This is an optimization exercise on Yosys and OpenROAD, whose aim is small area, not a production implementation. In this exercise RTL edits were held to simulation tests only and were not proved equivalent to the original. Power figures rest on the tool's default switching activity, not on a simulated workload.

**flow/design.v**
```verilog
module mips8_engine (
    input  wire        clk,
    input  wire        reset,
    input  wire        host_rf_we,
    input  wire [4:0]  host_rf_idx,
    input  wire [31:0] host_rf_wdata,
    input  wire        host_rf_wpresent,
    output wire [31:0] host_rf_rdata,
    output wire        host_rf_rpresent,
    output wire        imem_req,
    output wire [31:0] imem_addr,
    input  wire        imem_valid,
    input  wire [63:0] imem_data,
    output wire        dmem_re,
    output wire        dmem_we,
    output wire [31:0] dmem_addr,
    output wire [31:0] dmem_wdata,
    input  wire [31:0] dmem_rdata,
    input  wire        dmem_present,
    output wire [7:0]  report_occ,
    output wire        report_stall,
    output wire        finished,
    output wire [2:0]  fault_code,
    output wire [31:0] fault_value,
    output wire [63:0] fault_word
);
    localparam [2:0] F_NONE    = 3'd0;
    localparam [2:0] F_ILLEGAL = 3'd1;
    localparam [2:0] F_REGABS  = 3'd2;
    localparam [2:0] F_MEMABS  = 3'd3;
    localparam [2:0] F_FETCH   = 3'd4;
    reg [31:0] rf      [0:31];
    reg [31:0] rf_present;
    reg [31:0] fetch_ptr;
    reg        eop;
    reg        finished_r;
    reg [2:0]  fault_code_r;
    reg [31:0] fault_value_r;
    reg [63:0] fault_word_r;
    reg        if1_v;
    reg [63:0] if1_instr;
    reg [31:0] if1_pc;
    reg        if2_v;
    reg [63:0] if2_instr;
    reg [31:0] if2_pc;
    reg        id_v;
    reg        id_stall;         
    reg        id_sub;
    reg        id_load;
    reg        id_store;
    reg        id_branch;
    reg        id_alu_reg;       
    reg        id_we;            
    reg        id_rr2;           
    reg [4:0]  id_rs;
    reg [4:0]  id_rt;
    reg [4:0]  id_wreg;
    reg [31:0] id_imm;
    reg [31:0] id_target;        
    reg        ex_v;
    reg        ex_we;
    reg        ex_load;
    reg        ex_store;
    reg [4:0]  ex_wreg;
    reg [31:0] ex_alu;
    reg [31:0] ex_opval2;
    reg        m1_v, m2_v, m3_v;
    reg        m1_we, m2_we, m3_we;
    reg        m1_load, m2_load, m3_load;
    reg [4:0]  m1_wreg, m2_wreg, m3_wreg;
    reg [31:0] m1_alu, m2_alu, m3_alu;
    reg [31:0] m1_datum, m2_datum, m3_datum;
    wire running = !reset && !finished_r && (fault_code_r == F_NONE);
    wire        wb_we   = running && m3_v && m3_we;
    wire [31:0] wb_data = m3_load ? m3_datum : m3_alu;
    assign dmem_re    = running && ex_v && ex_load;
    assign dmem_we    = running && ex_v && ex_store;
    assign dmem_addr  = ex_alu;
    assign dmem_wdata = ex_opval2;
    wire mem_fault = dmem_re && !dmem_present;
    wire stall_cycle = id_v && id_stall;
    wire exec        = id_v && !id_stall;
    function [32:0] fwd;             
        input [4:0] r;
        begin
            if (ex_v && ex_we && !ex_load && ex_wreg == r)
                fwd = {1'b1, ex_alu};
            else if (m1_v && m1_we && m1_wreg == r)
                fwd = {1'b1, m1_load ? m1_datum : m1_alu};
            else if (m2_v && m2_we && m2_wreg == r)
                fwd = {1'b1, m2_load ? m2_datum : m2_alu};
            else if (wb_we && m3_wreg == r)
                fwd = {1'b1, wb_data};
            else
                fwd = {rf_present[r], rf[r]};
        end
    endfunction
    wire [32:0] fwd1 = fwd(id_rs);
    wire [32:0] fwd2 = fwd(id_rt);
    wire [31:0] opval1 = fwd1[31:0];
    wire [31:0] opval2 = fwd2[31:0];
    wire reg_fault1 = exec && !fwd1[32];
    wire reg_fault2 = exec && id_rr2 && !fwd2[32];
    wire reg_fault  = reg_fault1 || reg_fault2;
    wire [31:0] alu_b   = id_alu_reg ? opval2 : id_imm;
    wire [31:0] alu_res = id_sub ? (opval1 - alu_b) : (opval1 + alu_b);
    wire        taken   = exec && id_branch && (opval1 != 32'd0);
    wire [3:0]  d_op  = if2_instr[63:60];
    wire [7:0]  d_rd  = if2_instr[55:48];
    wire [7:0]  d_rs  = if2_instr[47:40];
    wire [7:0]  d_rt  = if2_instr[39:32];
    wire [31:0] d_imm = if2_instr[31:0];
    wire f_add_r = (if2_instr & 64'hFF00_0000_FFFF_FFFF) == 64'h0000_0000_0000_0000;
    wire f_add_l = (if2_instr & 64'hFF00_00FF_0000_0000) == 64'h0800_0000_0000_0000;
    wire f_sub_r = (if2_instr & 64'hFF00_0000_FFFF_FFFF) == 64'h1000_0000_0000_0000;
    wire f_sub_l = (if2_instr & 64'hFF00_00FF_0000_0000) == 64'h1800_0000_0000_0000;
    wire f_load  = (if2_instr & 64'hFFFF_0000_0000_0000) == 64'h2000_0000_0000_0000;
    wire f_store = (if2_instr & 64'hFFFF_0000_0000_0000) == 64'h3000_0000_0000_0000;
    wire f_bnz   = (if2_instr & 64'hFFFF_00FF_0000_0000) == 64'h4000_0000_0000_0000;
    wire d_arith  = f_add_r || f_add_l || f_sub_r || f_sub_l;
    wire d_reg2   = f_add_r || f_sub_r || f_store;           
    wire d_uses_rt = f_add_r || f_sub_r || f_load || f_store;
    wire d_regs_ok = (d_rs[7:5] == 3'd0)
                  && (!d_arith   || d_rd[7:5] == 3'd0)
                  && (!d_uses_rt || d_rt[7:5] == 3'd0);
    wire d_legal  = (d_arith || f_load || f_store || f_bnz) && d_regs_ok;
    wire [4:0] d_wreg = f_load ? d_rt[4:0] : d_rd[4:0];
    wire       d_we   = d_arith || f_load;
    wire illegal_fault = !stall_cycle && running && if2_v && !d_legal;
    wire e_hit  = exec && id_load &&
                  (id_wreg == d_rs[4:0] || (d_reg2 && id_wreg == d_rt[4:0]));
    wire m1_hit = ex_v && ex_load &&
                  (ex_wreg == d_rs[4:0] || (d_reg2 && ex_wreg == d_rt[4:0]));
    wire d_stall = e_hit || m1_hit;
    wire [31:0] fp = taken ? id_target : fetch_ptr;
    assign imem_req  = running && !stall_cycle && !mem_fault && !reg_fault && !illegal_fault;
    assign imem_addr = fp;
    wire fetch_fault = imem_req && fp[31];
    wire fetch_ok    = !fp[31] && imem_valid;
    wire any_fault = mem_fault || reg_fault || illegal_fault || fetch_fault;
    assign report_stall  = running && stall_cycle;
    assign report_occ[0] = running && (stall_cycle ? if1_v : fetch_ok);
    assign report_occ[1] = running && (stall_cycle ? if2_v : (if1_v && !taken));
    assign report_occ[2] = running && (stall_cycle ? 1'b1  : (if2_v && !taken));
    assign report_occ[3] = running && exec;
    assign report_occ[4] = running && ex_v;
    assign report_occ[5] = running && m1_v;
    assign report_occ[6] = running && m2_v;
    assign report_occ[7] = running && m3_v;
    assign finished    = finished_r;
    assign fault_code  = fault_code_r;
    assign fault_value = fault_value_r;
    assign fault_word  = fault_word_r;
    always @(posedge clk) begin
        if (reset && host_rf_we) begin
            rf[host_rf_idx]         <= host_rf_wdata;
            rf_present[host_rf_idx] <= host_rf_wpresent;
        end else if (wb_we) begin
            rf[m3_wreg]         <= wb_data;
            rf_present[m3_wreg] <= 1'b1;
        end
    end
    assign host_rf_rdata    = rf[host_rf_idx];
    assign host_rf_rpresent = rf_present[host_rf_idx];
    always @(posedge clk) begin
        if (reset) begin
            fault_code_r <= F_NONE;
        end else if (running && any_fault) begin
            fault_word_r <= 64'd0;
            if (mem_fault) begin
                fault_code_r  <= F_MEMABS;
                fault_value_r <= ex_alu;
            end else if (reg_fault) begin
                fault_code_r  <= F_REGABS;
                fault_value_r <= {27'd0, reg_fault1 ? id_rs : id_rt};
            end else if (illegal_fault) begin
                fault_code_r  <= F_ILLEGAL;
                fault_value_r <= if2_pc;
                fault_word_r  <= if2_instr;
            end else begin
                fault_code_r  <= F_FETCH;
                fault_value_r <= fp;
            end
        end
    end
    wire next_id_v  = if2_v && !taken;
    wire next_if2_v = if1_v && !taken;
    always @(posedge clk) begin
        if (reset) begin
            fetch_ptr  <= 32'd0;
            eop        <= 1'b0;
            finished_r <= 1'b0;
            if1_v <= 1'b0;
            if2_v <= 1'b0;
            id_v  <= 1'b0;
            ex_v  <= 1'b0;
            m1_v  <= 1'b0;
            m2_v  <= 1'b0;
            m3_v  <= 1'b0;
        end else if (running) begin
            if (any_fault) begin
                if (fetch_fault)
                    fetch_ptr <= fp;
            end else begin
                m3_v     <= m2_v;
                m3_we    <= m2_we;
                m3_load  <= m2_load;
                m3_wreg  <= m2_wreg;
                m3_alu   <= m2_alu;
                m3_datum <= m2_datum;
                m2_v     <= m1_v;
                m2_we    <= m1_we;
                m2_load  <= m1_load;
                m2_wreg  <= m1_wreg;
                m2_alu   <= m1_alu;
                m2_datum <= m1_datum;
                m1_v     <= ex_v;
                m1_we    <= ex_we;
                m1_load  <= ex_load;
                m1_wreg  <= ex_wreg;
                m1_alu   <= ex_alu;
                if (dmem_re)
                    m1_datum <= dmem_rdata;
                if (stall_cycle) begin
                    ex_v     <= 1'b0;
                    id_stall <= 1'b0;
                    finished_r <= 1'b0;
                end else begin
                    ex_v      <= exec;
                    ex_we     <= id_we;
                    ex_load   <= id_load;
                    ex_store  <= id_store;
                    ex_wreg   <= id_wreg;
                    ex_alu    <= alu_res;
                    ex_opval2 <= opval2;
                    id_v      <= next_id_v;
                    id_stall  <= d_stall;
                    id_sub    <= f_sub_r || f_sub_l;
                    id_load   <= f_load;
                    id_store  <= f_store;
                    id_branch <= f_bnz;
                    id_alu_reg <= f_add_r || f_sub_r;
                    id_we     <= d_we;
                    id_rr2    <= d_reg2;
                    id_rs     <= d_rs[4:0];
                    id_rt     <= d_rt[4:0];
                    id_wreg   <= d_wreg;
                    id_imm    <= d_imm;
                    id_target <= if2_pc + d_imm;
                    if2_v     <= next_if2_v;
                    if2_instr <= if1_instr;
                    if2_pc    <= if1_pc;
                    if1_v <= fetch_ok;
                    if (fetch_ok) begin
                        if1_instr <= imem_data;
                        if1_pc    <= fp;
                        fetch_ptr <= fp + 32'd1;
                    end else begin
                        fetch_ptr <= fp;
                    end
                    eop <= !fetch_ok;
                    finished_r <= !fetch_ok && !m2_v && !m1_v && !ex_v && !exec
                                  && !next_id_v && !next_if2_v;
                end
            end
        end
    end
endmodule
```
**flow/run.sh**
```bash
#!/bin/bash
# synth_recipe.tcl (not shown) runs the flow's synth.tcl, then flattens the netlist and writes it again
# the make line also repeats each setting of config.mk as NAME=value (left out here)
make -C /OpenROAD-flow-scripts/flow DESIGN_CONFIG=/design/flow/config.mk WORK_HOME=/design/flow/orfs CLKGATE_MAP_FILE= SYNTH_SCRIPT=/design/flow/synth_recipe.tcl finish
```
**flow/config.mk**
```make
export PLATFORM = sky130hd
export DESIGN_NAME = mips8_engine
export DESIGN_NICKNAME = mips8_engine
export VERILOG_FILES = /design/flow/design.v
export SDC_FILE = /design/flow/constraint.sdc
export NUM_CORES = 4
export LEC_CHECK = 0
export CAP_MARGIN = 20
export CORE_MARGIN = 2
export CORE_UTILIZATION = 40
export SLEW_MARGIN = 20
```
**flow/constraint.sdc**
```tcl
create_clock -name core_clock -period 11.0 [get_ports {clk}]
set_input_delay 2.2000 -clock core_clock [delete_from_list [all_inputs] [get_ports {clk}]]
set_output_delay 2.2000 -clock core_clock [all_outputs]
set_load 0.01 [all_outputs]
```
==> qor.yml <==
yosys:
  ys_warn_count: 1
  synthXorXnorAreaFrac: 0.01622
  synthCells: 6014
  synthAdderAreaFrac: 0.009942
  synthFlopType: "edfxtp_1"
  synth.distinct_cells: 99
  synthSimpleGateAreaFrac: 0.06522
  yosys-mux-area-fraction: 0.2415
  synth_top_family_by_area: "multiplexers"
  netlist_area_um2: 92130
  syn_avg_cell_area_um2: 15.32
  synth-seq-cells: 1769
  postSynthNetCount: 6225
  ys_seq_area_frac: 0.5709
  synthArstFlopShare: 0
  synth-edff-count: 1716
  synth-compound-area-share: 0.07104
timing:
  max-slew-margin-rel: 0.1283
  period_share: 0.9226
  hold_violations: 0
  fin_ws_ns: 0.8515
  fin_tns_setup_ns: 0
  drv_slew: 0
  setup_viol: 0
  worstMarginPinSlew_ns: 1.297
  max_freq_mhz: 98.54
  rsz0062_at_grt: "false"
  skew_ns: 0.05440
  whs_ns: 0.3943
  period_minus_slack_ns: 10.15
routing:
  drt_iter0_drc: 10460
  drtAntennaViolNets: 0
  drc: 0
  wire_per_inst_um: 38.26
  via_count: 64900
  avgViaCountPerCell: 6.785
  dr.pass1.iters: 8
  totalWireLength_mm: 366.0
global_routing:
  gr-total-overflow: 0
  first_global_vias: 62240
  grt_start_max_net_pins: 120
  grt_pass1_wl_mm: 502.9
  antenna_found_initial: 40
  grtUsageTotal: 0.3060
floorplanning:
  ios: 380
  coreArea_um2: 229500
  die_area_um2: 234200
  start_util: 0.4015
  num_rows: 176
  die_x_um: 483.9
  die_h_um: 483.9
setup_path:
  path_class: "in -> out"
  cp-end-kind: "output pin"
  cp.required_ns: 8.80
  start_kind: "input port"
  worstPathMaxFanout: 32
  worstPathArrival_ns: 7.95
run_status:
  status: "timing/DRC/antenna clean"
cells_and_area:
  drive_above_1_share: 0.2268
  syn2layout_area_growth_pct: 15.46
  final_util: 0.4636
  nFillCells: 19730
  top_register: "rf"
  layout_common_cells: "edfxtp_1 (1716), mux4_2 (780), mux2i_1 (377)"
  final_nets: 6569
  largest_reg_flops: 1024
  mostFrequentLayoutCell: "edfxtp_1"
cts:
  clock_path_buffers: 3
  postCtsHoldBufs: 0
  clockRootBuffer: "clkbuf_16"
  htreeDepth: 4
  cts_made_buffers: 194
  cts.sinks: 1769
  clkTransAtPathRegs_ns: 0.06
  cts_tree: "done"
  cts_setup_buffers: 0
  clk_latency_ns: 0.88
  cts_resized: 0
place:
  post-dp-hpwl_mm: 240.6
  gp_congestion: 0.9571
  pre_cts_ws_ns: 0.9635
  port_buffers: 379
hold_path:
  hold_class: "reg -> reg"
pwr:
  peakVddDrop_v: 0.0001449
  power.density_nw_per_um2: 198.9
  p_leak_nw: 35.05
run:
  max_cap_viol_count: 0
where the power goes:
part	switching, mW	internal (mW)
sequential	0.657	8.03
clock	2.81	3.72
combinational	3.57	2.37
synth_stat cells, types with 9 or more instances:
cell	n	area, µm²
xnor2_1	119	1042
or3_1	32	200.2
a32oi_1	10	87.58
buf_1	68	255.2
a31oi_1	71	444.2
ha_1	70	875.8
nand3_1	113	565.5
a211oi_1	27	202.7
o31ai_1	43	322.8
a22o_1	14	122.6
or2_2	11	68.82
inv_1	78	292.8
mux2_2	73	822.0
o211ai_1	42	315.3
a311oi_1	9	78.83
a21oi_1	203	1016
xor2_1	49	429.2
o22ai_1	90	563.0
buf_6	19	214.0
a22oi_1	59	442.9
o21ai_1	17	85.08
nand4_1	43	269.0
o21ai_0	195	975.9
o221ai_1	79	691.9
and2_1	21	131.4
dfxtp_1	53	1061
a21o_1	17	127.6
buf_2	96	480.5
o2111ai_1	9	78.83
mux2i_1	383	3834
nor4_1	29	181.4
nor2b_1	26	162.7
nand2b_1	26	162.7
nor3_1	93	465.5
nand2_1	378	1419
edfxtp_1	1716	51530
buf_4	27	202.7
clkbuf_1	222	833.3
o21a_1	18	135.1
nand3b_1	15	112.6
and3_1	104	650.6
nor2_1	311	1167
mux4_2	780	17570
layout make-up:
class,count,area [µm²],area share
Sequential cell,1769,52620,0.4947
Multi-Input combinational cell,3726,37780,0.3551
Timing Repair Buffer,581,5554,0.05221
Clock buffer,243,5175,0.04865
Tap cell,3026,3786,0.03559
Clock inverter,113,1061,0.009975
Inverter,86,342.8,0.003223
Antenna cell,21,52.55,0.0004940
critical path, cell delays in order:
cell	delay (ns)
buf_2	0.11
and4bb_2	0.32
nand2_4	0.41
or3_4	0.55
nand3_1	0.36
or3_1	0.52
a31o_1	0.27
nor4_1	0.53
nand4_1	0.56
o21a_2	0.61
buf_4	0.37
mux2i_1	0.45
inv_1	0.12
clkdlybuf4s50_1	0.50
logic make-up after synthesis:
group,Yosys count
flops,1769
simple gates,1251
mux,1237
compound gates,997
buf+inv,519
xor+xnor,169
fa+ha+maj,72
worst paths after layout:
kind                   end  cells after the start     startpoint  slack (ns)
max          imem_addr[10]                     14          reset        0.85
min          if2_instr[53]                      0  if1_instr[53]        0.39
max reg2reg     ex_alu[31]                     23           flop        2.74
min reg2reg  if2_instr[53]                      0  if1_instr[53]        0.39
per-layer routing:
metal / routed length [µm] / GRT usage / vias to the layer above
met5: 140 / 0 / -
met4: 23390 / 0.1712 / 22
met3: 43480 / 0.07572 / 897
met2: 159200 / 0.4455 / 4866
met1: 139700 / 0.4196 / 33670
li1: - / - / 25440
per-stage QoR:
stage,cell area [µm²],power (mW),std cells
detailed placement,100000,14.60,9186
global route,106400,21.73,9560
finish,106400,21.16,9565
CTS,106300,21.07,9542
global placement,99950,14.58,9184
floorplan,92130,12.01,6014

==> port drivers added, routing unchanged <==
Ports are ideal in the flow. The routed layout listed here was re-timed in OpenROAD.
Step 1 assumes that a clkbuf_16 drives the clock port and a buf_2 every other input.
Step 2 adds t to the input delays and takes it off the output delays; t is the mean of the earliest and latest rising clock arrival at the registers after step 1. Input paths then give back, and output paths get back, about the clock's delay inside the block.
Slacks: ideal / step 1 / step 2; pairs: ideal / step 1.
shift t [ns]: 0.950
setup slack, ns: 0.852 / 0.831 / 0.831
worst register clock-pin slew, ns: 0.07 / 0.07
pins driven straight from the clock port: 1
After both steps this run still meets setup and hold. For this run, drivers alone change the setup slack by -0.021 ns; drivers and shift together by -0.021 ns.
